This design comes from an exercise in tuning for small area, a short achievable clock period and few clock cycles on the open sky130 flow, not from production work. In this exercise RTL edits were held to simulation tests only and were not proved equivalent to the original. No activity file was given, so power comes from the tool's default toggle rates.

== the previous run ==
// woled_ctrl
module woled_ctrl (
    input  wire        clk,
    input  wire        rst,
    input  wire        req_valid,
    output wire        req_ready,
    input  wire [95:0] req_desc,
    input  wire [15:0] req_len,        
    output reg         ev_valid,
    input  wire        ev_ready,
    output reg  [2:0]  ev_kind,
    output wire [15:0] ev_data,
    input  wire [1:0]  ev_fail,
    output wire [6:0]  pix_x,
    output wire [5:0]  pix_y,
    input  wire        pix_color,
    output wire [15:0] buf_idx,
    input  wire        buf_color,
    output wire [15:0] str_idx,
    input  wire [7:0]  str_byte,
    output wire [7:0]  glyph_ch,
    output wire [2:0]  glyph_row,
    input  wire [7:0]  glyph_bits
);
    localparam [2:0] EV_DC = 3'd0, EV_CS = 3'd1, EV_XFER = 3'd2, EV_DELAY = 3'd3,
                     EV_RSP = 3'd4, EV_HALT = 3'd5;
    localparam [3:0] C_BAD = 4'h0, C_INIT = 4'h1, C_SFC = 4'h2, C_SFB = 4'h3,
                     C_CLR = 4'h4, C_DSP = 4'h5, C_TXT = 4'h6;
    localparam [7:0] F_BUS = 8'h01, F_PIN = 8'h02, F_PINU = 8'h03, F_REQ = 8'h10,
                     F_STATE = 8'h11, F_ARG = 8'h12, F_ADAPTER = 8'h20;
    localparam [2:0] E_IDLE = 3'd0, E_CHECK = 3'd1, E_INIT = 3'd2, E_CMD = 3'd3,
                     E_DATA = 3'd4, E_DEAD = 3'd5, E_CHK0 = 3'd6;
    reg  [2:0]  st;
    reg  [4:0]  ph;
    reg         inited;
    reg         rdy;
    reg  [7:0]  ev_b;
    reg         e0, m;
    assign ev_data   = {8'd0, ev_b[7:1] & {7{m}}, e0};
    assign req_ready = rdy;
    reg  [3:0]  code;
    reg         c0b, c0h, c1b, c1h, rsvnz;
    reg  [15:0] rx, ry, rw, rh, rlen;
  ...
export LEC_CHECK = 0
export CAP_MARGIN = 20
export CORE_MARGIN = 2
export CORE_UTILIZATION = 40
export SLEW_MARGIN = 20
create_clock -name core_clock -period 12.0 [get_ports {clk}]
standard.sh (not shown) runs the stock make flow with config.mk's settings and CLKGATE_MAP_FILE= SYNTH_SCRIPT=/design/flow/synth_recipe.tcl, a recipe that flattens the netlist after the stock synthesis.
==> flow/flow/run.sh <==
#!/bin/bash
# Own layout flow: the standard layout (standard synthesis, floorplan,
# placement, CTS, routing, via standard.sh) with these changes to how the
# layout is made; the SDC and the clock period are unchanged:
#  - every input and output port still gets its own buffer, but a plain
#    small buffer cell instead of the delay cell buffer_ports picks by default;
#  - CTS builds the clock tree from smaller clock buffers;
#  - the core is smaller and the placement denser, for shorter wires.
# make's output goes to flow_standard.log; each ORFS step logs under orfs/logs.
set -euo pipefail
MARGIN=${MARGIN:-8.3}
PORTBUF=${PORTBUF:-sky130_fd_sc_hd__buf_1}
CTSBUF="${CTSBUF:-sky130_fd_sc_hd__clkbuf_4 sky130_fd_sc_hd__clkbuf_8}"
bash standard.sh SETUP_SLACK_MARGIN=$MARGIN "BUFFER_PORTS_ARGS=-buffer_cell $PORTBUF" \
  "CTS_BUF_LIST=$CTSBUF" CORE_UTILIZATION=${UTIL:-60} PLACE_DENSITY=${DENS:-0.75} finish > flow_standard.log 2>&1
Testbench counts of the previous run, summed over its fixed seeds: cycles 340,745.
[inputs] the current run vs the previous run
-- flow/flow/run.sh --
<<< the previous run, line 10
set -euo pipefail
MARGIN=${MARGIN:-8.3}
PORTBUF=${PORTBUF:-sky130_fd_sc_hd__buf_1}
CTSBUF="${CTSBUF:-sky130_fd_sc_hd__clkbuf_4 sky130_fd_sc_hd__clkbuf_8}"
bash standard.sh SETUP_SLACK_MARGIN=$MARGIN "BUFFER_PORTS_ARGS=-buffer_cell $PORTBUF" \
  "CTS_BUF_LIST=$CTSBUF" CORE_UTILIZATION=${UTIL:-60} PLACE_DENSITY=${DENS:-0.75} finish > flow_standard.log 2>&1
>>> the current run, line 10
set -euo pipefail
MARGIN=${MARGIN:-8}
PORTBUF=${PORTBUF:-sky130_fd_sc_hd__buf_1}
CTSBUF=${CTSBUF:-sky130_fd_sc_hd__clkbuf_8}
bash standard.sh SETUP_SLACK_MARGIN=$MARGIN "BUFFER_PORTS_ARGS=-buffer_cell $PORTBUF" \
  CTS_BUF_LIST=$CTSBUF CORE_UTILIZATION=${UTIL:-60} PLACE_DENSITY=${DENS:-0.75} finish > flow_standard.log 2>&1
[summary]
Upper clock frequency limit of the current run falls short of that of the previous run by a few percent.
Per the comparison of the current run with the previous run, switching power total neither gained nor lost much; relative contribution of the clock network to total power grew by 0.5 points.
Layout multi-input combinational cell count essentially unchanged between the previous run and the current run.

==> static timing again, ports no longer ideal <==
The results above use ideal ports. As a check the final layouts listed here were re-extracted and re-timed, cells and wires unchanged.
Step 1: set_driving_cell puts a clkbuf_16 on clk and a buf_2 on each other input, an assumption about the parent block.
Step 2 times the ports against the registers' clock, not the clock port: input delays grow and output delays shrink by t, the midpoint of the rising clock arrivals with the driver on.
Slacks: ideal ports / drivers / drivers and shift; pairs: ideal ports / drivers.
run | t, ns | slack for setup (ns) | hold WS [ns] | worst setup path at the end
the previous run | 0.534 | 8.222 / 8.245 / 7.712 | 0.557 / 0.557 / 0.557 | input to register
the current run | 0.530 | 8.135 / 8.090 / 7.630 | 0.587 / 0.587 / 0.587 | input to register
After both steps setup and hold are still met in every run listed. For the previous run, which loses most, drivers alone change the setup slack by +0.023 ns; drivers and shift together by -0.510 ns.
